Source: an optimization exercise on an open RTL-to-GDS flow (aim: small area, a short achievable clock period and few clock cycles per item). Production flows keep margins and buffers that such runs may drop.
Function was checked by simulation only, so behaviour that the tests miss may differ from the original.

<file path="design/flow/config.mk">
export PLATFORM = sky130hd
export DESIGN_NAME = gf_alu
export DESIGN_NICKNAME = gf_alu
export VERILOG_FILES = /design/flow/design.v
export SDC_FILE = /design/flow/constraint.sdc
export NUM_CORES = 4
export LEC_CHECK = 0
export CAP_MARGIN = 20
export CORE_MARGIN = 2
export CORE_UTILIZATION = 30
export SETUP_SLACK_MARGIN = 2.4
export SLEW_MARGIN = 20
export TNS_END_PERCENT = 0
</file>
<file path="design/flow/constraint.sdc">
create_clock -name core_clock -period 7.0 [get_ports {clk}]
set_input_delay 1.4000 -clock core_clock [delete_from_list [all_inputs] [get_ports {clk}]]
set_output_delay 1.4000 -clock core_clock [all_outputs]
set_load 0.01 [all_outputs]
</file>
<file path="design/flow/design.v">
module gf_mul (
    input  wire       f10,
    input  wire [9:0] a,
    input  wire [9:0] b,
    output wire [9:0] p
);
    reg [18:0] c;
    integer i;
    always @(*) begin
        c = 19'd0;
        for (i = 0; i < 10; i = i + 1)
            if (b[i]) c = c ^ ({9'd0, a} << i);
    end
    wire [9:0] r10, r8;
    gf_red10 u_r10 (.c(c),        .r(r10));
    gf_red8  u_r8  (.c(c[14:0]),  .r(r8));
    assign p = f10 ? r10 : r8;
endmodule
module gf_sq (
    input  wire       f10,
    input  wire [9:0] x,
    output wire [9:0] y
);
    reg [18:0] c;
    integer i;
    always @(*) begin
        c = 19'd0;
        for (i = 0; i < 10; i = i + 1)
            c[2 * i] = x[i];
    end
    wire [9:0] r10, r8;
    gf_red10 u_r10 (.c(c),        .r(r10));
    gf_red8  u_r8  (.c(c[14:0]),  .r(r8));
    assign y = f10 ? r10 : r8;
endmodule
module gf_red10 (
    input  wire [18:0] c,
    output wire [9:0]  r
);
    reg [18:0] t;
    integer i;
    always @(*) begin
        t = c;
        for (i = 18; i >= 10; i = i - 1)
            if (t[i]) t = t ^ (19'h409 << (i - 10));
    end
    assign r = t[9:0];
endmodule
module gf_red8 (
    input  wire [14:0] c,
    output wire [9:0]  r
);
    reg [14:0] t;
    integer i;
    always @(*) begin
        t = c;
        for (i = 14; i >= 8; i = i - 1)
            if (t[i]) t = t ^ (15'h11B << (i - 8));
    end
    assign r = {2'b00, t[7:0]};
endmodule
module eac_add10 (
    input  wire [9:0] s,
    input  wire [9:0] c,
    output wire [9:0] e
);
    wire [9:0] g0 = s & c;
    wire [9:0] p0 = s ^ c;
    reg [9:0] g, p;
    integer i, j, k;
    always @(*) begin
        g = g0;
        p = p0;
        for (k = 0; k < 4; k = k + 1)
            for (i = 0; i < 10; i = i + 1)
                if ((i >> k) & 1) begin
                    j = ((i >> k) << k) - 1;
                    g[i] = g[i] | (p[i] & g[j]);
                    p[i] = p[i] & p[j];
                end
    end
    wire       gall = g[9];
    wire [9:0] cin  = {g[8:0] | (p[8:0] & {9{gall}}), gall};
    assign e = p0 ^ cin;
endmodule
module gf_pow4 (
    input  wire       f10,
    input  wire [9:0] x,
    output wire [9:0] y
);
    reg [36:0] c10;
    reg [28:0] c8;
    integer i;
    always @(*) begin
        c10 = 37'd0;
        c8  = 29'd0;
        for (i = 0; i < 10; i = i + 1)
            c10[4 * i] = x[i];
        for (i = 0; i < 8; i = i + 1)
            c8[4 * i] = x[i];
        for (i = 36; i >= 10; i = i - 1)
            if (c10[i]) c10 = c10 ^ (37'h409 << (i - 10));
        for (i = 28; i >= 8; i = i - 1)
            if (c8[i]) c8 = c8 ^ (29'h11B << (i - 8));
    end
    assign y = f10 ? c10[9:0] : {2'b00, c8[7:0]};
endmodule
module gf8_exp_lo (
    input  wire [3:0] addr,
    output wire [7:0] data
);
    wire [127:0] tab = 128'h3513F8A196722E1AFF5533110F050301;
    assign data = tab[8 * addr +: 8];
endmodule
module gf8_exp_hi (
    input  wire [3:0] addr,
    output wire [7:0] data
);
    wire [127:0] tab = 128'h391245FC9B9FC3FBFEB5834C53E55F01;
    assign data = tab[8 * addr +: 8];
endmodule
module gf8_log_rom (
    input  wire [7:0] addr,
    output wire [7:0] data
);
  wire new_n17, new_n18, new_n19, new_n20, new_n21, new_n22, new_n23,
    new_n24, new_n25, new_n26, new_n27, new_n28, new_n29, new_n30, new_n31,
    new_n32, new_n33, new_n34, new_n35, new_n36, new_n37, new_n38, new_n39,
    new_n40, new_n41, new_n42, new_n43, new_n44, new_n45, new_n46, new_n47,
    new_n48, new_n49, new_n50, new_n51, new_n52, new_n53, new_n54, new_n55,
    new_n56, new_n57, new_n58, new_n59, new_n60, new_n61, new_n62, new_n63,
    new_n64, new_n65, new_n66, new_n67, new_n68, new_n69, new_n70, new_n71,
    new_n72, new_n73, new_n74, new_n75, new_n76, new_n77, new_n78, new_n79,
    new_n80, new_n81, new_n82, new_n83, new_n84, new_n85, new_n86, new_n87,
    new_n88, new_n89, new_n90, new_n91, new_n92, new_n93, new_n94, new_n95,
    new_n96, new_n97, new_n98, new_n99, new_n100, new_n101, new_n102,
    new_n103, new_n104, new_n105, new_n106, new_n107, new_n108, new_n109,
    new_n110, new_n111, new_n112, new_n113, new_n114, new_n115, new_n116,
    new_n117, new_n118, new_n119, new_n120, new_n121, new_n122, new_n123,
    new_n124, new_n125, new_n126, new_n127, new_n128, new_n129, new_n130,
    new_n131, new_n132, new_n133, new_n134, new_n135, new_n136, new_n137,
    new_n138, new_n139, new_n140, new_n141, new_n142, new_n143, new_n144,
    new_n145, new_n146, new_n147, new_n148, new_n149, new_n150, new_n151,
    new_n152, new_n154, new_n155, new_n156, new_n157, new_n158, new_n159,
    new_n160, new_n161, new_n162, new_n163, new_n164, new_n165, new_n166,
    new_n167, new_n168, new_n169, new_n170, new_n171, new_n172, new_n173,
    new_n174, new_n175, new_n176, new_n177, new_n178, new_n179, new_n180,
    new_n181, new_n182, new_n183, new_n184, new_n185, new_n186, new_n187,
    new_n188, new_n189, new_n190, new_n191, new_n192, new_n193, new_n194,
    new_n195, new_n196, new_n197, new_n198, new_n199, new_n200, new_n201,
    new_n202, new_n203, new_n204, new_n205, new_n206, new_n207, new_n208,
    new_n209, new_n210, new_n211, new_n212, new_n213, new_n214, new_n215,
    new_n216, new_n217, new_n218, new_n219, new_n220, new_n221, new_n222,
    new_n223, new_n224, new_n225, new_n226, new_n227, new_n228, new_n229,
    new_n230, new_n231, new_n232, new_n233, new_n234, new_n235, new_n236,
    new_n237, new_n238, new_n239, new_n240, new_n241, new_n242, new_n243,
    new_n244, new_n245, new_n246, new_n247, new_n248, new_n249, new_n251,
    new_n252, new_n253, new_n254, new_n255, new_n256, new_n257, new_n258,
    new_n259, new_n260, new_n261, new_n262, new_n263, new_n264, new_n265,
    new_n266, new_n267, new_n268, new_n269, new_n270, new_n271, new_n272,
    new_n273, new_n274, new_n275, new_n276, new_n277, new_n278, new_n279,
    new_n280, new_n281, new_n282, new_n283, new_n284, new_n285, new_n286,
    new_n287, new_n288, new_n289, new_n290, new_n291, new_n292, new_n293,
    new_n294, new_n295, new_n296, new_n297, new_n298, new_n299, new_n300,
    new_n301, new_n302, new_n303, new_n304, new_n305, new_n306, new_n307,
    new_n308, new_n309, new_n310, new_n311, new_n312, new_n313, new_n314,
    new_n315, new_n316, new_n317, new_n318, new_n319, new_n320, new_n321,
    new_n322, new_n323, new_n324, new_n325, new_n326, new_n327, new_n328,
    new_n330, new_n331, new_n332, new_n333, new_n334, new_n335, new_n336,
    new_n337, new_n338, new_n339, new_n340, new_n341, new_n342, new_n343,
    new_n344, new_n345, new_n346, new_n347, new_n348, new_n349, new_n350,
    new_n351, new_n352, new_n353, new_n354, new_n355, new_n356, new_n357,
    new_n358, new_n359, new_n360, new_n361, new_n362, new_n363, new_n364,
    new_n365, new_n366, new_n367, new_n368, new_n369, new_n370, new_n371,
    new_n372, new_n373, new_n374, new_n375, new_n376, new_n377, new_n378,
    new_n379, new_n380, new_n381, new_n382, new_n383, new_n384, new_n385,
    new_n386, new_n387, new_n388, new_n389, new_n390, new_n391, new_n392,
    new_n393, new_n395, new_n396, new_n397, new_n398, new_n399, new_n400,
    new_n401, new_n402, new_n403, new_n404, new_n405, new_n406, new_n407,
    new_n408, new_n409, new_n410, new_n411, new_n412, new_n413, new_n414,
    new_n415, new_n416, new_n417, new_n418, new_n419, new_n420, new_n421,
    new_n422, new_n423, new_n424, new_n425, new_n426, new_n427, new_n428,
    new_n429, new_n430, new_n431, new_n432, new_n433, new_n434, new_n435,
    new_n436, new_n437, new_n438, new_n439, new_n440, new_n441, new_n442,
    new_n443, new_n444, new_n445, new_n446, new_n447, new_n448, new_n449,
    new_n450, new_n451, new_n453, new_n454, new_n455, new_n456, new_n457,
    new_n458, new_n459, new_n460, new_n461, new_n462, new_n463, new_n464,
    new_n465, new_n466, new_n467, new_n468, new_n469, new_n470, new_n471,
    new_n472, new_n473, new_n474, new_n475, new_n476, new_n477, new_n478,
    new_n479, new_n480, new_n481, new_n482, new_n483, new_n484, new_n485,
    new_n486, new_n487, new_n488, new_n489, new_n490, new_n491, new_n492,
    new_n493, new_n494, new_n495, new_n496, new_n497, new_n498, new_n499,
    new_n500, new_n501, new_n502, new_n503, new_n504, new_n505, new_n506,
    new_n507, new_n508, new_n509, new_n510, new_n511, new_n512, new_n513,
    new_n514, new_n516, new_n517, new_n518, new_n519, new_n520, new_n521,
    new_n522, new_n523, new_n524, new_n525, new_n526, new_n527, new_n528,
    new_n529, new_n530, new_n531, new_n532, new_n533, new_n534, new_n535,
    new_n536, new_n537, new_n538, new_n539, new_n540, new_n541, new_n542,
    new_n543, new_n544, new_n545, new_n546, new_n547, new_n548, new_n549,
    new_n550, new_n551, new_n552, new_n553, new_n554, new_n555, new_n556,
    new_n557, new_n558, new_n559, new_n560, new_n561, new_n562, new_n563,
    new_n564, new_n565, new_n566, new_n567, new_n568, new_n569, new_n570,
    new_n571, new_n572, new_n573, new_n574, new_n575, new_n576, new_n578,
    new_n579, new_n580, new_n581, new_n582, new_n583, new_n584, new_n585,
    new_n586, new_n587, new_n588, new_n589, new_n590, new_n591, new_n592,
    new_n593, new_n594, new_n595, new_n596, new_n597, new_n598, new_n599,
    new_n600, new_n601, new_n602, new_n603, new_n604, new_n605, new_n606,
    new_n607, new_n608, new_n609, new_n610, new_n611, new_n612, new_n613,
    new_n614, new_n615, new_n616, new_n617, new_n618, new_n619, new_n620,
    new_n621, new_n622, new_n623, new_n624, new_n625, new_n626, new_n627,
    new_n628, new_n629, new_n630, new_n631, new_n632, new_n633, new_n634;
  assign new_n17 = addr[0] & addr[1];
  assign new_n18 = addr[3] & ~new_n17;
  assign new_n19 = ~addr[1] & addr[2];
  assign new_n20 = new_n18 & ~new_n19;
  assign new_n21 = addr[1] & ~addr[2];
  assign new_n22 = new_n20 & ~new_n21;
  assign new_n23 = ~addr[2] & ~addr[3];
  assign new_n24 = addr[1] & new_n23;
  assign new_n25 = ~addr[3] & ~new_n21;
  assign new_n26 = ~addr[0] & ~addr[2];
  assign new_n27 = addr[0] & addr[2];
  assign new_n28 = ~new_n26 & ~new_n27;
  assign new_n29 = new_n25 & new_n28;
  assign new_n30 = ~new_n24 & ~new_n29;
  assign new_n31 = ~addr[0] & ~addr[1];
  assign new_n32 = ~new_n17 & ~new_n31;
  assign new_n33 = ~addr[0] & addr[2];
  assign new_n34 = ~addr[3] & ~new_n33;
  assign new_n35 = ~new_n32 & new_n34;
  assign new_n36 = ~new_n30 & ~new_n35;
  assign new_n37 = addr[4] & ~new_n36;
  assign new_n38 = ~new_n22 & new_n37;
  assign new_n39 = ~addr[2] & ~new_n31;
  assign new_n40 = new_n20 & ~new_n39;
  assign new_n41 = ~new_n18 & new_n39;
  assign new_n42 = ~addr[4] & ~new_n41;
  assign new_n43 = ~new_n40 & new_n42;
  assign new_n44 = ~addr[5] & ~new_n43;
  assign new_n45 = ~new_n38 & new_n44;
  assign new_n46 = ~addr[3] & ~new_n26;
  assign new_n47 = addr[1] & addr[2];
  assign new_n48 = addr[0] & ~addr[1];
  assign new_n49 = ~new_n47 & ~new_n48;
  assign new_n50 = new_n46 & new_n49;
  assign new_n51 = ~addr[4] & ~new_n50;
  assign new_n52 = addr[3] & ~new_n26;
  assign new_n53 = new_n32 & new_n52;
  assign new_n54 = new_n51 & ~new_n53;
  assign new_n55 = addr[2] & addr[3];
  assign new_n56 = addr[1] & new_n55;
  assign new_n57 = addr[4] & ~new_n56;
  assign new_n58 = addr[2] & ~addr[3];
  assign new_n59 = new_n17 & ~new_n58;
  assign new_n60 = ~addr[2] & addr[3];
  assign new_n61 = ~addr[1] & ~new_n60;
  assign new_n62 = ~new_n59 & ~new_n61;
  assign new_n63 = new_n57 & new_n62;
  assign new_n64 = addr[5] & ~new_n63;
  assign new_n65 = ~new_n54 & new_n64;
  assign new_n66 = ~new_n45 & ~new_n65;
  assign new_n67 = ~addr[7] & ~new_n66;
  assign new_n68 = addr[0] & addr[3];
  assign new_n69 = ~new_n21 & new_n68;
  assign new_n70 = addr[4] & ~new_n69;
  assign new_n71 = ~addr[1] & new_n60;
  assign new_n72 = new_n70 & ~new_n71;
  assign new_n73 = addr[0] & ~addr[2];
  assign new_n74 = ~addr[3] & ~new_n47;
  assign new_n75 = ~new_n73 & new_n74;
  assign new_n76 = new_n72 & ~new_n75;
  assign new_n77 = ~addr[4] & ~new_n55;
  assign new_n78 = addr[2] & new_n32;
  assign new_n79 = new_n46 & ~new_n78;
  assign new_n80 = new_n77 & ~new_n79;
  assign new_n81 = addr[5] & ~new_n80;
  assign new_n82 = ~new_n76 & new_n81;
  assign new_n83 = new_n48 & new_n58;
  assign new_n84 = new_n25 & ~new_n83;
  assign new_n85 = addr[4] & ~new_n84;
  assign new_n86 = addr[1] & addr[3];
  assign new_n87 = ~new_n26 & new_n86;
  assign new_n88 = new_n85 & ~new_n87;
  assign new_n89 = ~addr[0] & new_n74;
  assign new_n90 = ~addr[4] & ~new_n89;
  assign new_n91 = ~new_n52 & ~new_n86;
  assign new_n92 = new_n90 & new_n91;
  assign new_n93 = ~addr[5] & ~new_n92;
  assign new_n94 = ~new_n88 & new_n93;
  assign new_n95 = ~new_n82 & ~new_n94;
  assign new_n96 = addr[7] & ~new_n95;
  assign new_n97 = addr[6] & ~new_n96;
  assign new_n98 = ~new_n67 & new_n97;
  assign new_n99 = addr[3] & ~new_n28;
  assign new_n100 = ~addr[0] & addr[1];
  assign new_n101 = addr[3] & new_n100;
  assign new_n102 = ~new_n99 & ~new_n101;
  assign new_n103 = addr[4] & new_n102;
  assign new_n104 = ~new_n29 & new_n103;
  assign new_n105 = addr[3] & new_n28;
  assign new_n106 = ~new_n31 & new_n105;
  assign new_n107 = ~addr[4] & ~new_n86;
  assign new_n108 = ~addr[3] & ~new_n27;
  assign new_n109 = ~addr[0] & new_n47;
  assign new_n110 = new_n32 & ~new_n109;
  assign new_n111 = new_n108 & ~new_n110;
  assign new_n112 = new_n107 & ~new_n111;
  assign new_n113 = ~new_n106 & new_n112;
  assign new_n114 = ~new_n104 & ~new_n113;
  assign new_n115 = addr[5] & ~new_n114;
  assign new_n116 = ~addr[1] & ~addr[2];
  assign new_n117 = ~addr[3] & ~new_n116;
  assign new_n118 = ~new_n27 & ~new_n48;
  assign new_n119 = ~addr[4] & new_n118;
  assign new_n120 = ~new_n117 & new_n119;
  assign new_n121 = ~addr[5] & ~new_n120;
  assign new_n122 = new_n28 & new_n74;
  assign new_n123 = new_n61 & ~new_n68;
  assign new_n124 = ~new_n122 & new_n123;
  assign new_n125 = addr[4] & ~new_n59;
  assign new_n126 = ~new_n124 & new_n125;
  assign new_n127 = new_n121 & ~new_n126;
  assign new_n128 = addr[7] & ~new_n127;
  assign new_n129 = ~new_n115 & new_n128;
  assign new_n130 = ~new_n19 & ~new_n21;
  assign new_n131 = ~addr[0] & new_n130;
  assign new_n132 = addr[3] & new_n118;
  assign new_n133 = ~new_n130 & ~new_n132;
  assign new_n134 = ~new_n131 & ~new_n133;
  assign new_n135 = ~addr[4] & ~new_n134;
  assign new_n136 = addr[4] & ~new_n20;
  assign new_n137 = addr[1] & ~new_n28;
  assign new_n138 = new_n136 & ~new_n137;
  assign new_n139 = addr[5] & ~new_n138;
  assign new_n140 = ~new_n135 & new_n139;
  assign new_n141 = ~addr[4] & ~new_n24;
  assign new_n142 = new_n68 & ~new_n130;
  assign new_n143 = addr[3] & ~new_n142;
  assign new_n144 = new_n141 & ~new_n143;
  assign new_n145 = ~new_n31 & new_n58;
  assign new_n146 = new_n70 & ~new_n145;
  assign new_n147 = ~new_n144 & ~new_n146;
  assign new_n148 = ~addr[5] & ~new_n147;
  assign new_n149 = ~addr[7] & ~new_n148;
  assign new_n150 = ~new_n140 & new_n149;
  assign new_n151 = ~addr[6] & ~new_n150;
  assign new_n152 = ~new_n129 & new_n151;
  assign data[0] = ~new_n98 & ~new_n152;
  assign new_n154 = ~addr[1] & addr[3];
  assign new_n155 = ~addr[4] & ~new_n154;
  assign new_n156 = ~addr[3] & ~new_n83;
  assign new_n157 = ~new_n131 & new_n156;
  assign new_n158 = ~addr[3] & ~new_n157;
  assign new_n159 = new_n155 & ~new_n158;
  assign new_n160 = new_n18 & new_n39;
  assign new_n161 = addr[4] & ~new_n160;
  assign new_n162 = addr[0] & new_n74;
  assign new_n163 = addr[2] & ~new_n17;
  assign new_n164 = ~addr[3] & new_n163;
  assign new_n165 = ~new_n162 & ~new_n164;
  assign new_n166 = new_n161 & new_n165;
  assign new_n167 = ~addr[5] & ~new_n166;
  assign new_n168 = ~new_n159 & new_n167;
  assign new_n169 = addr[3] & ~new_n100;
  assign new_n170 = new_n49 & new_n169;
  assign new_n171 = ~addr[3] & ~new_n49;
  assign new_n172 = ~new_n170 & ~new_n171;
  assign new_n173 = ~addr[4] & ~new_n172;
  assign new_n174 = ~new_n27 & new_n154;
  assign new_n175 = addr[4] & ~new_n174;
  assign new_n176 = ~new_n157 & new_n175;
  assign new_n177 = addr[5] & ~new_n176;
  assign new_n178 = ~new_n173 & new_n177;
  assign new_n179 = ~addr[6] & ~new_n178;
  assign new_n180 = ~new_n168 & new_n179;
  assign new_n181 = ~new_n21 & ~new_n34;
  assign new_n182 = ~new_n52 & new_n181;
  assign new_n183 = ~new_n41 & ~new_n182;
  assign new_n184 = addr[4] & ~new_n183;
  assign new_n185 = ~new_n17 & new_n34;
  assign new_n186 = ~addr[4] & ~new_n185;
  assign new_n187 = new_n18 & ~new_n116;
  assign new_n188 = new_n186 & ~new_n187;
  assign new_n189 = ~addr[5] & ~new_n188;
  assign new_n190 = ~new_n184 & new_n189;
  assign new_n191 = addr[0] & ~addr[3];
  assign new_n192 = ~addr[2] & new_n191;
  assign new_n193 = ~new_n69 & ~new_n192;
  assign new_n194 = ~addr[0] & ~new_n19;
  assign new_n195 = new_n25 & new_n194;
  assign new_n196 = new_n193 & ~new_n195;
  assign new_n197 = addr[4] & ~new_n196;
  assign new_n198 = ~addr[0] & ~new_n116;
  assign new_n199 = ~addr[3] & ~new_n198;
  assign new_n200 = ~addr[4] & ~new_n71;
  assign new_n201 = ~new_n99 & new_n200;
  assign new_n202 = ~new_n199 & new_n201;
  assign new_n203 = ~new_n197 & ~new_n202;
  assign new_n204 = addr[5] & ~new_n203;
  assign new_n205 = addr[6] & ~new_n204;
  assign new_n206 = ~new_n190 & new_n205;
  assign new_n207 = ~new_n180 & ~new_n206;
  assign new_n208 = addr[7] & ~new_n207;
  assign new_n209 = ~new_n41 & new_n57;
  assign new_n210 = ~new_n69 & new_n209;
  assign new_n211 = new_n52 & ~new_n78;
  assign new_n212 = ~new_n116 & new_n191;
  assign new_n213 = ~addr[4] & ~new_n212;
  assign new_n214 = ~new_n211 & new_n213;
  assign new_n215 = ~addr[5] & ~new_n214;
  assign new_n216 = ~new_n210 & new_n215;
  assign new_n217 = ~addr[3] & ~new_n19;
  assign new_n218 = ~addr[0] & ~new_n25;
  assign new_n219 = new_n217 & ~new_n218;
  assign new_n220 = ~new_n164 & ~new_n174;
  assign new_n221 = new_n27 & ~new_n154;
  assign new_n222 = new_n220 & ~new_n221;
  assign new_n223 = ~new_n219 & new_n222;
  assign new_n224 = ~addr[4] & ~new_n223;
  assign new_n225 = ~new_n73 & new_n161;
  assign new_n226 = addr[5] & ~new_n225;
  assign new_n227 = ~new_n224 & new_n226;
  assign new_n228 = ~new_n216 & ~new_n227;
  assign new_n229 = addr[6] & ~new_n228;
  assign new_n230 = new_n32 & new_n34;
  assign new_n231 = new_n103 & ~new_n230;
  assign new_n232 = ~new_n58 & ~new_n60;
  assign new_n233 = addr[1] & ~new_n232;
  assign new_n234 = ~addr[4] & ~new_n233;
  assign new_n235 = ~addr[1] & new_n28;
  assign new_n236 = new_n232 & new_n235;
  assign new_n237 = new_n234 & ~new_n236;
  assign new_n238 = addr[5] & ~new_n237;
  assign new_n239 = ~new_n231 & new_n238;
  assign new_n240 = ~addr[2] & ~addr[4];
  assign new_n241 = ~new_n18 & new_n240;
  assign new_n242 = addr[1] & new_n191;
  assign new_n243 = addr[4] & ~new_n242;
  assign new_n244 = ~addr[5] & ~new_n243;
  assign new_n245 = ~new_n241 & new_n244;
  assign new_n246 = ~addr[6] & ~new_n245;
  assign new_n247 = ~new_n239 & new_n246;
  assign new_n248 = ~new_n229 & ~new_n247;
  assign new_n249 = ~addr[7] & ~new_n248;
  assign data[1] = ~new_n208 & ~new_n249;
  assign new_n251 = ~new_n58 & new_n137;
  assign new_n252 = ~addr[4] & ~new_n162;
  assign new_n253 = ~new_n251 & new_n252;
  assign new_n254 = ~new_n25 & ~new_n198;
  assign new_n255 = addr[4] & ~new_n254;
  assign new_n256 = new_n33 & ~new_n154;
  assign new_n257 = new_n255 & ~new_n256;
  assign new_n258 = ~addr[5] & ~new_n257;
  assign new_n259 = ~new_n253 & new_n258;
  assign new_n260 = ~new_n109 & new_n200;
  assign new_n261 = ~new_n28 & new_n217;
  assign new_n262 = new_n68 & ~new_n116;
  assign new_n263 = addr[5] & ~new_n262;
  assign new_n264 = ~new_n261 & new_n263;
  assign new_n265 = ~new_n260 & new_n264;
  assign new_n266 = ~new_n259 & ~new_n265;
  assign new_n267 = ~addr[6] & ~new_n266;
  assign new_n268 = addr[0] & new_n25;
  assign new_n269 = ~new_n105 & ~new_n268;
  assign new_n270 = addr[4] & ~new_n269;
  assign new_n271 = ~new_n32 & new_n52;
  assign new_n272 = ~new_n195 & new_n200;
  assign new_n273 = ~new_n271 & new_n272;
  assign new_n274 = addr[5] & ~new_n273;
  assign new_n275 = ~new_n270 & new_n274;
  assign new_n276 = ~addr[4] & ~new_n56;
  assign new_n277 = ~new_n122 & new_n276;
  assign new_n278 = ~addr[1] & ~addr[3];
  assign new_n279 = ~new_n48 & ~new_n278;
  assign new_n280 = new_n57 & new_n279;
  assign new_n281 = ~new_n277 & ~new_n280;
  assign new_n282 = ~addr[5] & ~new_n281;
  assign new_n283 = addr[6] & ~new_n282;
  assign new_n284 = ~new_n275 & new_n283;
  assign new_n285 = ~new_n267 & ~new_n284;
  assign new_n286 = addr[7] & ~new_n285;
  assign new_n287 = new_n47 & new_n191;
  assign new_n288 = ~new_n53 & ~new_n287;
  assign new_n289 = ~addr[4] & ~new_n288;
  assign new_n290 = ~addr[5] & ~new_n289;
  assign new_n291 = ~new_n55 & new_n100;
  assign new_n292 = addr[3] & ~new_n194;
  assign new_n293 = ~new_n291 & ~new_n292;
  assign new_n294 = addr[4] & new_n293;
  assign new_n295 = new_n290 & ~new_n294;
  assign new_n296 = ~new_n199 & ~new_n271;
  assign new_n297 = addr[4] & ~new_n296;
  assign new_n298 = new_n25 & ~new_n194;
  assign new_n299 = addr[1] & new_n68;
  assign new_n300 = new_n77 & ~new_n299;
  assign new_n301 = ~new_n298 & new_n300;
  assign new_n302 = addr[5] & ~new_n301;
  assign new_n303 = ~new_n297 & new_n302;
  assign new_n304 = ~new_n295 & ~new_n303;
  assign new_n305 = ~addr[6] & ~new_n304;
  assign new_n306 = ~addr[0] & new_n19;
  assign new_n307 = ~new_n137 & ~new_n306;
  assign new_n308 = ~new_n71 & new_n141;
  assign new_n309 = new_n307 & new_n308;
  assign new_n310 = new_n25 & ~new_n78;
  assign new_n311 = addr[4] & ~new_n261;
  assign new_n312 = addr[3] & new_n19;
  assign new_n313 = new_n311 & ~new_n312;
  assign new_n314 = ~new_n310 & new_n313;
  assign new_n315 = ~new_n309 & ~new_n314;
  assign new_n316 = addr[5] & ~new_n315;
  assign new_n317 = ~new_n83 & ~new_n218;
  assign new_n318 = new_n107 & new_n317;
  assign new_n319 = ~new_n55 & ~new_n132;
  assign new_n320 = addr[1] & new_n46;
  assign new_n321 = addr[4] & ~new_n320;
  assign new_n322 = new_n319 & new_n321;
  assign new_n323 = ~new_n318 & ~new_n322;
  assign new_n324 = ~addr[5] & ~new_n323;
  assign new_n325 = addr[6] & ~new_n324;
  assign new_n326 = ~new_n316 & new_n325;
  assign new_n327 = ~new_n305 & ~new_n326;
  assign new_n328 = ~addr[7] & ~new_n327;
  assign data[2] = ~new_n286 & ~new_n328;
  assign new_n330 = ~new_n19 & new_n132;
  assign new_n331 = ~addr[4] & ~new_n330;
  assign new_n332 = ~new_n142 & new_n331;
  assign new_n333 = ~new_n100 & new_n332;
  assign new_n334 = addr[4] & ~new_n132;
  assign new_n335 = ~new_n187 & new_n334;
  assign new_n336 = ~new_n212 & new_n335;
  assign new_n337 = ~addr[5] & ~new_n336;
  assign new_n338 = ~new_n333 & new_n337;
  assign new_n339 = addr[1] & ~new_n34;
  assign new_n340 = ~new_n73 & ~new_n339;
  assign new_n341 = new_n77 & ~new_n340;
  assign new_n342 = new_n57 & ~new_n230;
  assign new_n343 = addr[5] & ~new_n342;
  assign new_n344 = ~new_n341 & new_n343;
  assign new_n345 = ~addr[6] & ~new_n344;
  assign new_n346 = ~new_n338 & new_n345;
  assign new_n347 = new_n37 & ~new_n142;
  assign new_n348 = ~addr[4] & ~new_n100;
  assign new_n349 = new_n340 & new_n348;
  assign new_n350 = new_n121 & ~new_n349;
  assign new_n351 = ~new_n347 & new_n350;
  assign new_n352 = ~new_n117 & ~new_n142;
  assign new_n353 = new_n348 & ~new_n352;
  assign new_n354 = addr[4] & ~new_n26;
  assign new_n355 = ~new_n25 & new_n354;
  assign new_n356 = addr[5] & ~new_n355;
  assign new_n357 = ~new_n353 & new_n356;
  assign new_n358 = addr[6] & ~new_n357;
  assign new_n359 = ~new_n351 & new_n358;
  assign new_n360 = ~new_n346 & ~new_n359;
  assign new_n361 = ~addr[7] & ~new_n360;
  assign new_n362 = ~new_n145 & new_n332;
  assign new_n363 = new_n28 & new_n217;
  assign new_n364 = ~new_n299 & ~new_n363;
  assign new_n365 = new_n161 & new_n364;
  assign new_n366 = ~addr[5] & ~new_n365;
  assign new_n367 = ~new_n362 & new_n366;
  assign new_n368 = addr[3] & new_n110;
  assign new_n369 = ~addr[4] & ~new_n368;
  assign new_n370 = ~new_n320 & new_n369;
  assign new_n371 = ~new_n52 & ~new_n100;
  assign new_n372 = ~new_n75 & new_n371;
  assign new_n373 = addr[4] & ~new_n291;
  assign new_n374 = ~new_n372 & new_n373;
  assign new_n375 = addr[5] & ~new_n374;
  assign new_n376 = ~new_n370 & new_n375;
  assign new_n377 = ~new_n367 & ~new_n376;
  assign new_n378 = addr[6] & ~new_n377;
  assign new_n379 = ~new_n111 & ~new_n154;
  assign new_n380 = new_n161 & new_n379;
  assign new_n381 = ~new_n20 & ~new_n56;
  assign new_n382 = new_n186 & new_n381;
  assign new_n383 = ~addr[5] & ~new_n382;
  assign new_n384 = ~new_n380 & new_n383;
  assign new_n385 = ~new_n145 & ~new_n368;
  assign new_n386 = addr[4] & ~new_n385;
  assign new_n387 = ~new_n219 & new_n331;
  assign new_n388 = addr[5] & ~new_n387;
  assign new_n389 = ~new_n386 & new_n388;
  assign new_n390 = ~new_n384 & ~new_n389;
  assign new_n391 = ~addr[6] & ~new_n390;
  assign new_n392 = addr[7] & ~new_n391;
  assign new_n393 = ~new_n378 & new_n392;
  assign data[3] = ~new_n361 & ~new_n393;
  assign new_n395 = addr[3] & new_n163;
  assign new_n396 = ~new_n36 & ~new_n395;
  assign new_n397 = new_n90 & ~new_n396;
  assign new_n398 = new_n31 & ~new_n232;
  assign new_n399 = new_n209 & ~new_n398;
  assign new_n400 = ~new_n397 & ~new_n399;
  assign new_n401 = ~addr[5] & ~new_n400;
  assign new_n402 = ~new_n157 & new_n369;
  assign new_n403 = new_n311 & ~new_n330;
  assign new_n404 = addr[5] & ~new_n403;
  assign new_n405 = ~new_n402 & new_n404;
  assign new_n406 = ~new_n401 & ~new_n405;
  assign new_n407 = ~addr[7] & ~new_n406;
  assign new_n408 = new_n23 & ~new_n100;
  assign new_n409 = new_n335 & ~new_n408;
  assign new_n410 = ~new_n130 & ~new_n191;
  assign new_n411 = new_n77 & new_n410;
  assign new_n412 = ~addr[5] & ~new_n411;
  assign new_n413 = ~new_n409 & new_n412;
  assign new_n414 = ~new_n78 & new_n243;
  assign new_n415 = new_n39 & ~new_n68;
  assign new_n416 = new_n155 & ~new_n415;
  assign new_n417 = addr[5] & ~new_n416;
  assign new_n418 = ~new_n414 & new_n417;
  assign new_n419 = addr[7] & ~new_n418;
  assign new_n420 = ~new_n413 & new_n419;
  assign new_n421 = ~new_n407 & ~new_n420;
  assign new_n422 = addr[6] & ~new_n421;
  assign new_n423 = ~new_n50 & ~new_n75;
  assign new_n424 = ~addr[4] & ~new_n271;
  assign new_n425 = new_n423 & new_n424;
  assign new_n426 = addr[4] & ~new_n154;
  assign new_n427 = ~new_n53 & new_n426;
  assign new_n428 = ~new_n425 & ~new_n427;
  assign new_n429 = addr[5] & ~new_n428;
  assign new_n430 = addr[4] & new_n28;
  assign new_n431 = new_n364 & new_n430;
  assign new_n432 = ~addr[4] & new_n198;
  assign new_n433 = ~addr[5] & ~new_n432;
  assign new_n434 = ~new_n431 & new_n433;
  assign new_n435 = ~new_n429 & ~new_n434;
  assign new_n436 = ~addr[7] & ~new_n435;
  assign new_n437 = new_n30 & new_n72;
  assign new_n438 = new_n90 & new_n102;
  assign new_n439 = addr[5] & ~new_n438;
  assign new_n440 = ~new_n437 & new_n439;
  assign new_n441 = ~new_n48 & new_n58;
  assign new_n442 = ~new_n73 & ~new_n441;
  assign new_n443 = new_n155 & ~new_n442;
  assign new_n444 = ~addr[0] & new_n25;
  assign new_n445 = new_n70 & ~new_n444;
  assign new_n446 = ~new_n443 & ~new_n445;
  assign new_n447 = ~addr[5] & ~new_n446;
  assign new_n448 = addr[7] & ~new_n447;
  assign new_n449 = ~new_n440 & new_n448;
  assign new_n450 = ~new_n436 & ~new_n449;
  assign new_n451 = ~addr[6] & ~new_n450;
  assign data[4] = ~new_n422 & ~new_n451;
  assign new_n453 = ~new_n89 & ~new_n287;
  assign new_n454 = ~new_n26 & new_n154;
  assign new_n455 = new_n453 & ~new_n454;
  assign new_n456 = addr[4] & ~new_n455;
  assign new_n457 = new_n348 & new_n410;
  assign new_n458 = ~new_n456 & ~new_n457;
  assign new_n459 = ~addr[5] & ~new_n458;
  assign new_n460 = ~new_n107 & ~new_n234;
  assign new_n461 = new_n61 & ~new_n193;
  assign new_n462 = ~new_n218 & ~new_n461;
  assign new_n463 = ~new_n460 & ~new_n462;
  assign new_n464 = addr[4] & ~new_n235;
  assign new_n465 = ~new_n84 & new_n464;
  assign new_n466 = addr[5] & ~new_n465;
  assign new_n467 = ~new_n463 & new_n466;
  assign new_n468 = ~new_n459 & ~new_n467;
  assign new_n469 = ~addr[7] & ~new_n468;
  assign new_n470 = new_n243 & ~new_n262;
  assign new_n471 = ~addr[4] & ~new_n183;
  assign new_n472 = ~new_n470 & ~new_n471;
  assign new_n473 = ~addr[5] & ~new_n89;
  assign new_n474 = ~new_n472 & new_n473;
  assign new_n475 = ~new_n191 & new_n232;
  assign new_n476 = ~new_n17 & ~new_n475;
  assign new_n477 = ~addr[4] & ~new_n476;
  assign new_n478 = ~new_n35 & new_n70;
  assign new_n479 = addr[5] & ~new_n478;
  assign new_n480 = ~new_n477 & new_n479;
  assign new_n481 = addr[7] & ~new_n480;
  assign new_n482 = ~new_n474 & new_n481;
  assign new_n483 = ~new_n469 & ~new_n482;
  assign new_n484 = ~addr[6] & ~new_n483;
  assign new_n485 = ~addr[2] & ~new_n455;
  assign new_n486 = addr[4] & ~new_n78;
  assign new_n487 = ~new_n485 & new_n486;
  assign new_n488 = new_n107 & new_n220;
  assign new_n489 = addr[5] & ~new_n488;
  assign new_n490 = ~new_n487 & new_n489;
  assign new_n491 = new_n334 & new_n453;
  assign new_n492 = ~new_n298 & new_n319;
  assign new_n493 = new_n107 & ~new_n492;
  assign new_n494 = ~new_n491 & ~new_n493;
  assign new_n495 = ~addr[5] & ~new_n494;
  assign new_n496 = addr[7] & ~new_n495;
  assign new_n497 = ~new_n490 & new_n496;
  assign new_n498 = addr[4] & ~new_n395;
  assign new_n499 = ~new_n86 & ~new_n278;
  assign new_n500 = ~addr[2] & ~new_n499;
  assign new_n501 = new_n498 & ~new_n500;
  assign new_n502 = ~addr[4] & ~new_n278;
  assign new_n503 = ~new_n143 & new_n502;
  assign new_n504 = addr[5] & ~new_n503;
  assign new_n505 = ~new_n501 & new_n504;
  assign new_n506 = ~new_n48 & ~new_n339;
  assign new_n507 = new_n161 & ~new_n506;
  assign new_n508 = new_n51 & ~new_n299;
  assign new_n509 = ~addr[5] & ~new_n508;
  assign new_n510 = ~new_n507 & new_n509;
  assign new_n511 = ~addr[7] & ~new_n510;
  assign new_n512 = ~new_n505 & new_n511;
  assign new_n513 = addr[6] & ~new_n512;
  assign new_n514 = ~new_n497 & new_n513;
  assign data[5] = new_n484 | new_n514;
  assign new_n516 = ~addr[0] & ~new_n278;
  assign new_n517 = addr[4] & ~new_n47;
  assign new_n518 = ~new_n516 & new_n517;
  assign new_n519 = ~new_n299 & ~new_n306;
  assign new_n520 = ~new_n460 & new_n519;
  assign new_n521 = ~new_n518 & ~new_n520;
  assign new_n522 = ~addr[1] & new_n192;
  assign new_n523 = addr[5] & ~new_n522;
  assign new_n524 = ~new_n521 & new_n523;
  assign new_n525 = new_n136 & ~new_n157;
  assign new_n526 = ~new_n17 & new_n52;
  assign new_n527 = ~new_n108 & ~new_n526;
  assign new_n528 = ~addr[4] & ~new_n19;
  assign new_n529 = ~new_n46 & new_n528;
  assign new_n530 = ~new_n527 & new_n529;
  assign new_n531 = ~addr[5] & ~new_n530;
  assign new_n532 = ~new_n525 & new_n531;
  assign new_n533 = ~addr[6] & ~new_n532;
  assign new_n534 = ~new_n524 & new_n533;
  assign new_n535 = ~new_n36 & ~new_n142;
  assign new_n536 = ~addr[4] & ~new_n535;
  assign new_n537 = addr[5] & ~new_n527;
  assign new_n538 = ~new_n536 & new_n537;
  assign new_n539 = new_n193 & new_n317;
  assign new_n540 = new_n498 & ~new_n539;
  assign new_n541 = new_n107 & ~new_n441;
  assign new_n542 = ~addr[5] & ~new_n541;
  assign new_n543 = ~new_n540 & new_n542;
  assign new_n544 = addr[6] & ~new_n543;
  assign new_n545 = ~new_n538 & new_n544;
  assign new_n546 = ~new_n534 & ~new_n545;
  assign new_n547 = addr[7] & ~new_n546;
  assign new_n548 = addr[3] & new_n307;
  assign new_n549 = ~addr[4] & ~new_n287;
  assign new_n550 = ~new_n548 & new_n549;
  assign new_n551 = ~new_n169 & new_n311;
  assign new_n552 = ~addr[5] & ~new_n551;
  assign new_n553 = ~new_n550 & new_n552;
  assign new_n554 = addr[4] & ~new_n195;
  assign new_n555 = ~new_n106 & new_n554;
  assign new_n556 = ~new_n68 & new_n200;
  assign new_n557 = ~new_n310 & new_n556;
  assign new_n558 = addr[5] & ~new_n557;
  assign new_n559 = ~new_n555 & new_n558;
  assign new_n560 = ~addr[6] & ~new_n559;
  assign new_n561 = ~new_n553 & new_n560;
  assign new_n562 = ~new_n78 & new_n293;
  assign new_n563 = new_n276 & ~new_n562;
  assign new_n564 = ~new_n163 & new_n255;
  assign new_n565 = ~new_n563 & ~new_n564;
  assign new_n566 = ~addr[5] & ~new_n565;
  assign new_n567 = addr[4] & new_n423;
  assign new_n568 = ~addr[4] & ~new_n99;
  assign new_n569 = ~new_n164 & new_n568;
  assign new_n570 = ~new_n567 & ~new_n569;
  assign new_n571 = addr[5] & ~new_n101;
  assign new_n572 = ~new_n570 & new_n571;
  assign new_n573 = addr[6] & ~new_n572;
  assign new_n574 = ~new_n566 & new_n573;
  assign new_n575 = ~new_n561 & ~new_n574;
  assign new_n576 = ~addr[7] & ~new_n575;
  assign data[6] = ~new_n547 & ~new_n576;
  assign new_n578 = new_n141 & ~new_n287;
  assign new_n579 = new_n102 & new_n578;
  assign new_n580 = ~new_n21 & new_n373;
  assign new_n581 = ~new_n410 & new_n580;
  assign new_n582 = addr[5] & ~new_n581;
  assign new_n583 = ~new_n579 & new_n582;
  assign new_n584 = ~new_n31 & new_n442;
  assign new_n585 = addr[4] & ~new_n584;
  assign new_n586 = ~addr[4] & new_n163;
  assign new_n587 = ~new_n171 & new_n586;
  assign new_n588 = ~addr[5] & ~new_n587;
  assign new_n589 = ~new_n585 & new_n588;
  assign new_n590 = ~new_n583 & ~new_n589;
  assign new_n591 = addr[6] & ~new_n590;
  assign new_n592 = addr[3] & ~new_n307;
  assign new_n593 = new_n85 & ~new_n592;
  assign new_n594 = new_n218 & new_n499;
  assign new_n595 = ~addr[4] & ~new_n221;
  assign new_n596 = ~new_n594 & new_n595;
  assign new_n597 = addr[5] & ~new_n596;
  assign new_n598 = ~new_n593 & new_n597;
  assign new_n599 = addr[0] & ~new_n74;
  assign new_n600 = new_n464 & ~new_n599;
  assign new_n601 = ~addr[4] & new_n372;
  assign new_n602 = ~addr[5] & ~new_n601;
  assign new_n603 = ~new_n600 & new_n602;
  assign new_n604 = ~new_n598 & ~new_n603;
  assign new_n605 = ~addr[6] & ~new_n604;
  assign new_n606 = addr[7] & ~new_n605;
  assign new_n607 = ~new_n591 & new_n606;
  assign new_n608 = ~new_n86 & new_n194;
  assign new_n609 = addr[0] & new_n55;
  assign new_n610 = ~new_n23 & ~new_n609;
  assign new_n611 = ~new_n608 & new_n610;
  assign new_n612 = addr[4] & ~new_n611;
  assign new_n613 = ~new_n19 & ~new_n609;
  assign new_n614 = new_n51 & new_n613;
  assign new_n615 = addr[5] & ~new_n614;
  assign new_n616 = ~new_n612 & new_n615;
  assign new_n617 = ~new_n330 & new_n347;
  assign new_n618 = new_n181 & new_n348;
  assign new_n619 = ~addr[5] & ~new_n618;
  assign new_n620 = ~new_n617 & new_n619;
  assign new_n621 = ~new_n616 & ~new_n620;
  assign new_n622 = addr[6] & ~new_n621;
  assign new_n623 = ~new_n516 & ~new_n527;
  assign new_n624 = new_n136 & ~new_n623;
  assign new_n625 = new_n290 & ~new_n624;
  assign new_n626 = new_n70 & ~new_n100;
  assign new_n627 = ~new_n192 & new_n528;
  assign new_n628 = ~new_n160 & new_n627;
  assign new_n629 = ~new_n626 & ~new_n628;
  assign new_n630 = addr[5] & ~new_n629;
  assign new_n631 = ~addr[6] & ~new_n630;
  assign new_n632 = ~new_n625 & new_n631;
  assign new_n633 = ~addr[7] & ~new_n632;
  assign new_n634 = ~new_n622 & new_n633;
  assign data[7] = ~new_n607 & ~new_n634;
endmodule
module gf_alu (
    input  wire        clk,
    input  wire        rst,
    input  wire        start,
    input  wire [7:0]  op,
    input  wire [31:0] a,
    input  wire [31:0] b,
    output wire        ready,
    output reg         done,
    output wire [31:0] result,
    output reg         err,
    output wire [7:0]  errcode
);
    localparam [2:0] C_ADD  = 3'd0;    
    localparam [2:0] C_MUL  = 3'd1;    
    localparam [2:0] C_POW  = 3'd2;    
    localparam [2:0] C_LOOP = 3'd3;    
    localparam [2:0] C_ERRZ = 3'd4;    
    localparam [2:0] C_ILL  = 3'd5;    
    localparam [2:0] C_EXP  = 3'd6;    
    reg        errz;
    reg  [9:0] res;
    assign result  = {22'd0, res};
    assign errcode = {3'b000, err, 3'b000, errz};
    reg        v1;          
    reg  [2:0] cls;
    reg        f10;         
    reg  [9:0] p, q;        
    reg  [9:0] s;           
    reg  [9:0] c;           
    reg  [9:0] x;           
    reg  [1:0] cnt;         
    wire last    = (cls != C_POW) && !((cls == C_LOOP) && (cnt != 2'd0));
    assign ready = ~v1 | last;
    wire accept  = start & ready;
    wire       fin = op[5];                     
    wire [9:0] am  = {a[9:8] & {2{fin}}, a[7:0]};
    wire [9:0] bm  = {b[9:8] & {2{fin}}, b[7:0]};
    wire       a8z  = (a[7:0] == 8'd0);
    wire       a10z = a8z & (a[9:8] == 2'd0);
    wire [9:0] a2;
    gf_sq u_sqa (.f10(fin), .x(am), .y(a2));
    wire [7:0] log_a;
    gf8_log_rom u_log (.addr(a[7:0]), .data(log_a));
    wire [9:0] u10 = b[9:0], v10 = b[19:10], w10 = b[29:20], z10 = {8'd0, b[31:30]};
    wire [9:0] s10a = u10 ^ v10 ^ w10;
    wire [9:0] k10a = (u10 & v10) | (u10 & w10) | (v10 & w10);
    wire [9:0] c10a = {k10a[8:0], k10a[9]};
    wire [9:0] s10  = s10a ^ c10a ^ z10;
    wire [9:0] k10b = (s10a & c10a) | (s10a & z10) | (c10a & z10);
    wire [9:0] c10  = {k10b[8:0], k10b[9]};
    wire [7:0] u8 = b[7:0], v8 = b[15:8], w8 = b[23:16], z8 = b[31:24];
    wire [7:0] s8a = u8 ^ v8 ^ w8;
    wire [7:0] k8a = (u8 & v8) | (u8 & w8) | (v8 & w8);
    wire [7:0] c8a = {k8a[6:0], k8a[7]};
    wire [7:0] s8  = s8a ^ c8a ^ z8;
    wire [7:0] k8b = (s8a & c8a) | (s8a & z8) | (c8a & z8);
    wire [7:0] c8  = {k8b[6:0], k8b[7]};
    reg [2:0] cls_in;
    reg [9:0] p_in, q_in, s_in, c_in;
    always @(*) begin
        p_in = am;
        q_in = bm;
        s_in = fin ? s10 : {s8, 2'b11};      
        c_in = fin ? c10 : {c8, 2'b00};
        case (op)
            8'h10, 8'h20: begin cls_in = C_ADD; p_in = am ^ bm; end
            8'h11, 8'h21: cls_in = C_MUL;
            8'h14: cls_in = C_EXP;
            8'h15: begin
                cls_in = a8z ? C_ERRZ : C_ADD;
                p_in   = {2'b00, log_a};
            end
            8'h12: begin
                cls_in = a8z ? C_ERRZ : C_EXP;
                p_in   = {2'b00, ~log_a};
            end
            8'h13, 8'h23: begin cls_in = C_POW; q_in = a2; end
            8'h22: begin
                cls_in = a10z ? C_ERRZ : C_POW;
                q_in   = a2;
                s_in   = 10'd1022;
                c_in   = 10'd0;
            end
            default: cls_in = C_ILL;
        endcase
    end
    wire       loop = (cls == C_LOOP);
    wire [9:0] p4, x2;
    gf_pow4 u_p4  (.f10(f10), .x(p),  .y(p4));
    gf_sq   u_sqx (.f10(f10), .x(x),  .y(x2));
    wire       texp = (cls == C_EXP);
    wire [7:0] exp_lo, exp_hi;
    gf8_exp_lo u_lo (.addr(p[3:0]), .data(exp_lo));
    gf8_exp_hi u_hi (.addr(p[7:4]), .data(exp_hi));
    wire [9:0] ma = loop ? p4 : texp ? {2'b00, exp_lo} : p;
    wire [9:0] mb = texp ? {2'b00, exp_hi} : q;
    wire [9:0] mp;
    gf_mul u_mul (.f10(f10), .a(ma), .b(mb), .p(mp));
    wire [9:0] e;
    eac_add10 u_eac (.s(s), .c(c), .e(e));
    reg [9:0] p_first, q_first;
    always @(*) begin
        case (e[9:8])
            2'd0:    p_first = 10'd1;
            2'd1:    p_first = p;
            2'd2:    p_first = q;
            default: p_first = mp;
        endcase
        case (e[7:6])
            2'd0:    q_first = 10'd1;
            2'd1:    q_first = p;
            2'd2:    q_first = q;
            default: q_first = mp;
        endcase
    end
    reg [9:0] q_loop;
    always @(*) begin
        case (s[9:8])
            2'd0:    q_loop = 10'd1;
            2'd1:    q_loop = x;
            2'd2:    q_loop = x2;
            default: q_loop = c;
        endcase
    end
    always @(posedge clk) begin
        err  <= (cls == C_ERRZ) || (cls == C_ILL);
        errz <= (cls == C_ERRZ);
        case (cls)
            C_ADD:                  res <= p;
            C_ERRZ, C_ILL:          res <= 10'd0;
            default:                res <= mp;
        endcase
    end
    always @(posedge clk) begin
        if (rst) begin
            v1   <= 1'b0;
            done <= 1'b0;
        end else begin
            done <= 1'b0;
            if (v1) begin
                if (last) begin
                    v1   <= 1'b0;
                    done <= 1'b1;
                end
                case (cls)
                    C_POW: begin
                        x   <= p;
                        c   <= mp;
                        p   <= p_first;
                        q   <= q_first;
                        s   <= {e[5:0], 4'd0};
                        cnt <= f10 ? 2'd3 : 2'd2;
                        cls <= C_LOOP;
                    end
                    C_LOOP: begin
                        p   <= mp;
                        q   <= q_loop;
                        s   <= {s[7:0], 2'b00};
                        cnt <= cnt - 2'd1;
                    end
                    default: ;
                endcase
            end
            if (accept) begin
                v1  <= 1'b1;
                cls <= cls_in;
                f10 <= fin;
                p   <= p_in;
                q   <= q_in;
                s   <= s_in;
                c   <= c_in;
            end
        end
    end
endmodule
</file>
<file path="design/flow/run.sh">
#!/bin/bash
# synth_recipe.tcl (not shown) runs the flow's synth.tcl, then flattens the netlist and writes it again
# the make line also repeats each setting of config.mk as NAME=value (left out here)
make -C /OpenROAD-flow-scripts/flow DESIGN_CONFIG=/design/flow/config.mk WORK_HOME=/design/flow/orfs CLKGATE_MAP_FILE= SYNTH_SCRIPT=/design/flow/synth_recipe.tcl finish
</file>
==> flow_summary.json, run 1 <==
{
  "clock-sinks": 70,
  "num_io_pins": 118,
  "final_nets": 1630,
  "skew_ns": 0.00689,
  "cpMaxStageDelayCell": "ha_1",
  "path_max_fanout": 17,
  "rsz0062_at_grt": "true",
  "critPathMaxStageDelay_ns": 0.52,
  "synthTopCellsByArea": "edfxtp_1, xnor2_1, nor2_1, ha_1, nand2_1",
  "crit_buf_inv": 3,
  "max-slew-margin-rel_pct": 32.3,
  "clock-root-buffer": "clkbuf_16",
  "gp_congestion": 0.989,
  "grt_max_degree": 63,
  "tightest_slew_ns": 1.01,
  "core-area_um2": 36600,
  "grt_usage_pct": 20.8,
  "critical_path_depth": 15,
  "ys_warn_count": 7,
  "drt-wirelength-per-cell_um": 21.5,
  "drive_above_1_share_pct": 13.0,
  "slew_violations": 0,
  "vias": 11317,
  "worstHoldPathType": "reg -> reg",
  "layout_min_cycle_time_ns": 4.52,
  "critical_path_class": "in -> reg",
  "synthDistinctLibCells": 86,
  "area_growth_pct": 16.3,
  "critPathLaunchType": "primary input",
  "synth_top_flop_cell": "edfxtp_1",
  "r2r-end": "q[2]",
  "start_util_pct": 30.5,
  "cp_data_required_time_ns": 7.08,
  "ant_nets": 0,
  "status": "timing/DRC/antenna clean",
  "antenna_found_initial": 0,
  "setup_viol": 0,
  "yosysTopAreaCell": "edfxtp_1",
  "htree_levels": 3,
  "dieHeight_um": 197,
  "numCtsBuffers": 9,
  "first_iter_violations": 1544,
  "nFillCells": 3800,
  "synth_edf_count": 56,
  "arrival_ns": 4.60,
  "r2r_start": "p[5]",
  "cts_tree": "built",
  "synth_top_cell_area_share_pct": 15.1,
  "endpoint": "p[7]",
  "final_common_cell": "nor2_1",
  "wl_mm": 41.9,
  "finalHoldViolCount": 0,
  "r2r_setup_slack_ns": 2.58,
  "maxCapViolCount": 0,
  "diodes": 0,
  "die_x_um": 197,
  "path_cells": "clkdlybuf4s50_1 > inv_1 > buf_4 > ha_1 > a22oi_2 > nor2_2 > nor2_1 > o21ai_1 > o21ai_0 > a21oi_1 > a21oi_1 > o21ai_2 > mux2i_1 > a2111oi_4 > nor2_1",
  "via_per_inst": 5.81,
  "fmax_ghz": 0.221,
  "rr_worst_depth": 14,
  "grt_pass1_vias": 10551,
  "grt_pass1_wl_mm": 63.1,
  "syn-cell-area_um2": 11200,
  "ys_ff_latch": 70,
  "fp-row-count": 70,
  "drc": 0,
  "timing.setup.tns_ns": 0,
  "final_cell_mix": "nor2_1, nand2_1, a21oi_1, o21ai_0, xnor2_1",
  "drt_pre_antenna_iters": 8,
  "hold_path_depth": 1,
  "dp_hpwl_mm": 30.4,
  "clock_latency_ns": 0.34,
  "cts_max_path_buffers": 2,
  "die-area_um2": 38700,
  "avgSynthCellArea_um2": 7.72,
  "worst_setup_path_end_kind": "flop",
  "fin_crit_sh_pct": 64.5,
  "path_delay_family": "compound AO/OA/AOI/OAI gates",
  "clk_pin_slew_ns": 0.06,
  "synth.yosys.seq_area_share_pct": 17.6,
  "io_buffers": 67,
  "synthCells": 1444,
  "async_reset_ff_share_pct": 0,
  "startpoint": "a[3]",
  "grt.overflow.total": 0
}
-- per-stage QoR --
step	hold slack, ns	utilization [%]	cells	setup slack [ns]	area (um^2)
3_5_place_dp	0.471	32.9	1898	1.12	12000
4_1_cts	0.483	34.5	1928	2.36	12600
2_1_floorplan	0.421	-	1471	2.70	11300
5_1_grt	0.498	35.4	1949	2.33	13000
3_3_place_gp	0.469	32.9	1898	1.27	12000
6_report	0.481	35.4	1949	2.48	13000
-- cell families after synthesis --
kind of cell | synth area share (%)
and+or+nand+nor | 19.6
AOI/OAI and AO/OA | 24.5
buffers and inverters | 8.26
xor gates and xnor gates | 15.1
adders and majority gates | 10.8
DFF | 17.6
muxes | 4.21
other | 0.0336
-- final cells by class --
type / count / area, um^2 / share of cell area [%]
repair buffers: 127 / 1210 / 9.35
inverters: 66 / 259 / 2.00
clock inverters: 6 / 42.5 / 0.328
multi-input cells: 1202 / 8670 / 66.8
flip-flops and latches: 70 / 1960 / 15.1
clock buffers: 10 / 239 / 1.84
well taps: 468 / 586 / 4.52
-- worst min path at each step --
stage,start,slack (ns),endpoint
after floorplan,p[8],0.42,x[8]
after global placement,v1,0.47,done
after detailed placement,v1,0.47,done
after CTS,v1,0.48,done
after global routing,v1,0.50,done
final,v1,0.48,done
-- cells in the mapped netlist (8+ instances only) --
| cell type | instances |
|---|---|
| o21ai_0 | 101 |
| xnor3_1 | 14 |
| dfxtp_1 | 14 |
| nor3b_1 | 11 |
| nor3_1 | 30 |
| and2_1 | 15 |
| a21o_1 | 11 |
| fa_1 | 29 |
| nor2b_1 | 18 |
| buf_1 | 15 |
| o22ai_1 | 17 |
| a21oi_1 | 112 |
| edfxtp_1 | 56 |
| o211ai_1 | 15 |
| xor2_1 | 39 |
| nand2b_1 | 13 |
| nand2_1 | 156 |
| clkbuf_1 | 62 |
| buf_2 | 22 |
| nor2_1 | 175 |
| ha_1 | 50 |
| a31oi_1 | 20 |
| buf_4 | 32 |
| a22oi_1 | 15 |
| o31ai_1 | 8 |
| mux2i_1 | 21 |
| nand3_1 | 31 |
| o311ai_0 | 9 |
| a221oi_1 | 22 |
| inv_1 | 64 |
| xnor2_1 | 88 |
| a211oi_1 | 20 |
-- registers in the layout (all words and copies together), names as in the netlist, 2 cells and up --
| name | count |
|---|---|
| cnt | 2 |
| cls | 3 |
| q | 10 |
| s | 10 |
| c | 10 |
| res | 10 |
| x | 10 |
| p | 10 |
-- what timing repair did --
action | CTS | global route
pin swaps | 3 | 4
cloned | 1 | 1
hold buffers | 0 | 0
setup endpoints to repair | 31 | 21
resized for setup | 57 | 34
buffers inserted | 13 | 20
hold endpoints to repair | 0 | 0
-- routing by layer --
layer,vias to the layer above,share of wire (%),track usage [%]
li1,5142,-,-
met1,5358,43,29.3
met2,701,45,33.1
met3,116,8.5,2.05
met4,0,4.1,7.35
met5,-,0,0
Testbench counts, summed over its fixed seeds: cycles 4,818, items 3,200.
==> run 2: changes to the inputs <==
--- a/design/flow/config.mk
+++ b/design/flow/config.mk
@@ -8,6 +8,6 @@
 export CAP_MARGIN = 20
 export CORE_MARGIN = 2
 export CORE_UTILIZATION = 30
-export SETUP_SLACK_MARGIN = 2.4
+export SETUP_SLACK_MARGIN = 2.8
 export SLEW_MARGIN = 20
 export TNS_END_PERCENT = 0
==> flow_summary.json, run 2 <==
{
  "hold_buffers": 0,
  "htree_levels": 3,
  "synthTopCellsByArea": "edfxtp_1, xnor2_1, nor2_1, ha_1, nand2_1",
  "syn-cell-area_um2": 11200,
  "multiInputGateArea_um2": 8990,
  "fp-row-count": 70,
  "r2r_setup_slack_ns": 2.83,
  "ys_warn_count": 7,
  "path_max_fanout": 9,
  "endpoint": "p[3]",
  "avgSynthCellArea_um2": 7.72,
  "die-area_um2": 38700,
  "dp_hpwl_mm": 30.3,
  "synth_edf_count": 56,
  "final_common_cell": "nor2_1",
  "io_buffers": 67,
  "die_x_um": 197,
  "maxCapViolCount": 0,
  "path_delay_family": "XOR/XNOR gates",
  "max-slew-margin-rel_pct": 45.6,
  "first_iter_violations": 1424,
  "async_reset_ff_share_pct": 0,
  "grt_max_degree": 48,
  "yosysMostFrequentCell": "nor2_1",
  "synth_top_flop_cell": "edfxtp_1",
  "rsz0062_at_grt": "true",
  "clock_latency_ns": 0.33,
  "drive_above_1_share_pct": 17.9,
  "setup_viol": 0,
  "layout.cells.non_filler": 1989,
  "grt_usage_pct": 21.7,
  "dieHeight_um": 197,
  "area_growth_pct": 22.1,
  "clock-root-buffer": "clkbuf_16",
  "finalHoldViolCount": 0,
  "cts_max_path_buffers": 2,
  "r2r-end": "p[3]",
  "synthDistinctLibCells": 86,
  "startpoint": "p[6]",
  "status": "timing/DRC/antenna clean",
  "skew_ns": 0.00914,
  "start_util_pct": 30.5,
  "slew_violations": 0,
  "fin_crit_sh_pct": 59.6,
  "nFillCells": 3773,
  "numCtsBuffers": 9,
  "antenna_found_initial": 0,
  "cts_tree": "built",
  "drt-wirelength-per-cell_um": 21.8,
  "tightest_slew_ns": 0.810,
  "core-area_um2": 36600,
  "yosysTopAreaCell": "edfxtp_1",
  "num_io_pins": 118,
  "via_per_inst": 5.83,
  "fmax_ghz": 0.240,
  "arrival_ns": 4.25,
  "crit_buf_inv": 1,
  "ys_ff_latch": 70,
  "worst_setup_path_end_kind": "flop",
  "synth.yosys.seq_area_share_pct": 17.6,
  "wl_mm": 43.4,
  "rr_worst_depth": 15,
  "path_cells": "buf_4 > ha_1 > xor3_2 > xor2_1 > o21ai_1 > and2_4 > nand2_1 > xnor3_1 > xor3_2 > xor2_4 > xor2_1 > o21ai_2 > xnor2_4 > a221oi_2 > nor2_1",
  "drc": 0,
  "critPathLaunchType": "flop",
  "drt_pre_antenna_iters": 5,
  "critical_path_depth": 15,
  "synth.top_cells.by_count": "nor2_1, nand2_1, a21oi_1",
  "vias": 11599,
  "timing.setup.tns_ns": 0,
  "cpMaxStageDelayCell": "xor3_2",
  "clock-sinks": 70,
  "grt_pass1_wl_mm": 65.6,
  "synth_top_cell_area_share_pct": 15.1,
  "synthCells": 1444,
  "r2r_start": "p[6]",
  "critPathMaxStageDelay_ns": 0.49,
  "layout_min_cycle_time_ns": 4.17,
  "place_inst": 1903,
  "grt_pass1_vias": 10822,
  "final_cell_mix": "nor2_1, nand2_1, a21oi_1, o21ai_0, buf_4",
  "cp_data_required_time_ns": 7.08,
  "seqCellArea_um2": 1960,
  "final_nets": 1670,
  "worstHoldPathType": "reg -> reg",
  "ant_nets": 0,
  "grt.overflow.total": 0,
  "gp_congestion": 0.996,
  "finish.utilization_pct": 37.2,
  "clk_pin_slew_ns": 0.06,
  "critical_path_class": "reg -> reg",
  "diodes": 0
}
==> run 2: cell count changes in the layout (fill, tap and decap cells not counted), sizes merged, moves of 2 or more <==
cell          delta
buf             +39
clkbuf           +4
dlygate4sd2      +2
dlymetal6s2s     -2
inv              -2
==> run 2: layout make-up <==
type / count / share of cell area (%)
clock inverters: 3 / 0.165
clock buffers: 13 / 2.16
flip-flops and latches: 70 / 14.4
well taps: 468 / 4.30
inverters: 66 / 1.89
multi-input cells: 1203 / 66.1
repair buffers: 166 / 11.0
==> run 2: metrics by stage <==
stage,area (um^2),worst slack [ns],hold WS [ns]
floorplan,11300,2.82,0.421
global placement,12100,1.30,0.469
detailed placement,12100,1.37,0.469
CTS,13000,2.74,0.480
global route,13600,2.64,0.510
finish,13600,2.83,0.485
==> run 2: how the worst min path moves through the flow <==
stage | to | start | cells past startpoint | slack (ns)
3_3_place_gp | done | v1 | 1 | 0.47
3_5_place_dp | done | v1 | 1 | 0.47
6_report | done | v1 | 1 | 0.49
5_1_grt | done | v1 | 1 | 0.51
2_1_floorplan | x[8] | p[8] | 0 | 0.42
4_1_cts | done | v1 | 1 | 0.48
==> run 2: layer usage <==
metal | vias to the layer above | share of wire (%) | global-route usage (%)
met5 | - | 0 | 0
met4 | 0 | 3.9 | 6.82
met3 | 121 | 9.2 | 2.72
met2 | 692 | 45 | 34.8
met1 | 5547 | 42 | 30.3
li1 | 5239 | - | -
==> run 2: timing repair <==
item,4_1_cts,5_1_grt
cloned,2,1
endpoints found under the setup margin,49,46
pin swaps,7,25
hold endpoints to repair,0,0
setup buffers,38,29
resized for setup,94,70
==> run 2: worst register-to-register path, delay by kind of cell, from the launching register on <==
family	cells	cell delay, ns
flops	1	0.47
simple gates	3	0.42
compound gates	3	0.70
buf+inv	1	0.18
xor+xnor	7	1.86
fa+ha+maj	1	0.27
==> run 2: cell families (layout without fill, tap and decap cells) <==
family	count (synthesis)	count (layout)	synth area share, %
XOR/XNOR	154	154	15.1
multiplexers	36	36	4.21
buffers and inverters	200	248	8.26
AO/OA/AOI/OAI	417	418	24.5
adder cells (fa/ha/maj)	79	79	10.8
flip-flops	70	70	17.6
AND/OR/NAND/NOR	487	488	19.6
other	1	28	0.0336

==> port drivers added, routing unchanged <==
In the flow no input, the clock included, has a driving cell. The finished layouts below were timed again as built, in two steps. Step 1 sets driving cells, clkbuf_16 on the clock port and buf_2 on the other inputs (assumed; they add their load-dependent delay and slew). Step 2, shift: input delay + t, output delay - t, t = (earliest + latest rising clock arrival at the registers) / 2. This alone moves slack from input paths to output paths. Slacks: no drivers / after step 1 / after step 2; pairs: no drivers / after step 1.
| run | t (ns) | setup slack, ns | worst setup path at the end | worst register clock-pin slew, ns |
|---|---|---|---|---|
| run 1 | 0.374 | 2.482 / 2.484 / 2.109 | input to register | 0.06 / 0.06 |
| run 2 | 0.367 | 2.830 / 2.830 / 2.477 | input to register | 0.06 / 0.06 |
After both steps every run listed still meets setup and hold. For run 1, which loses most, drivers alone change the setup slack by +0.002 ns; drivers and shift together by -0.373 ns.
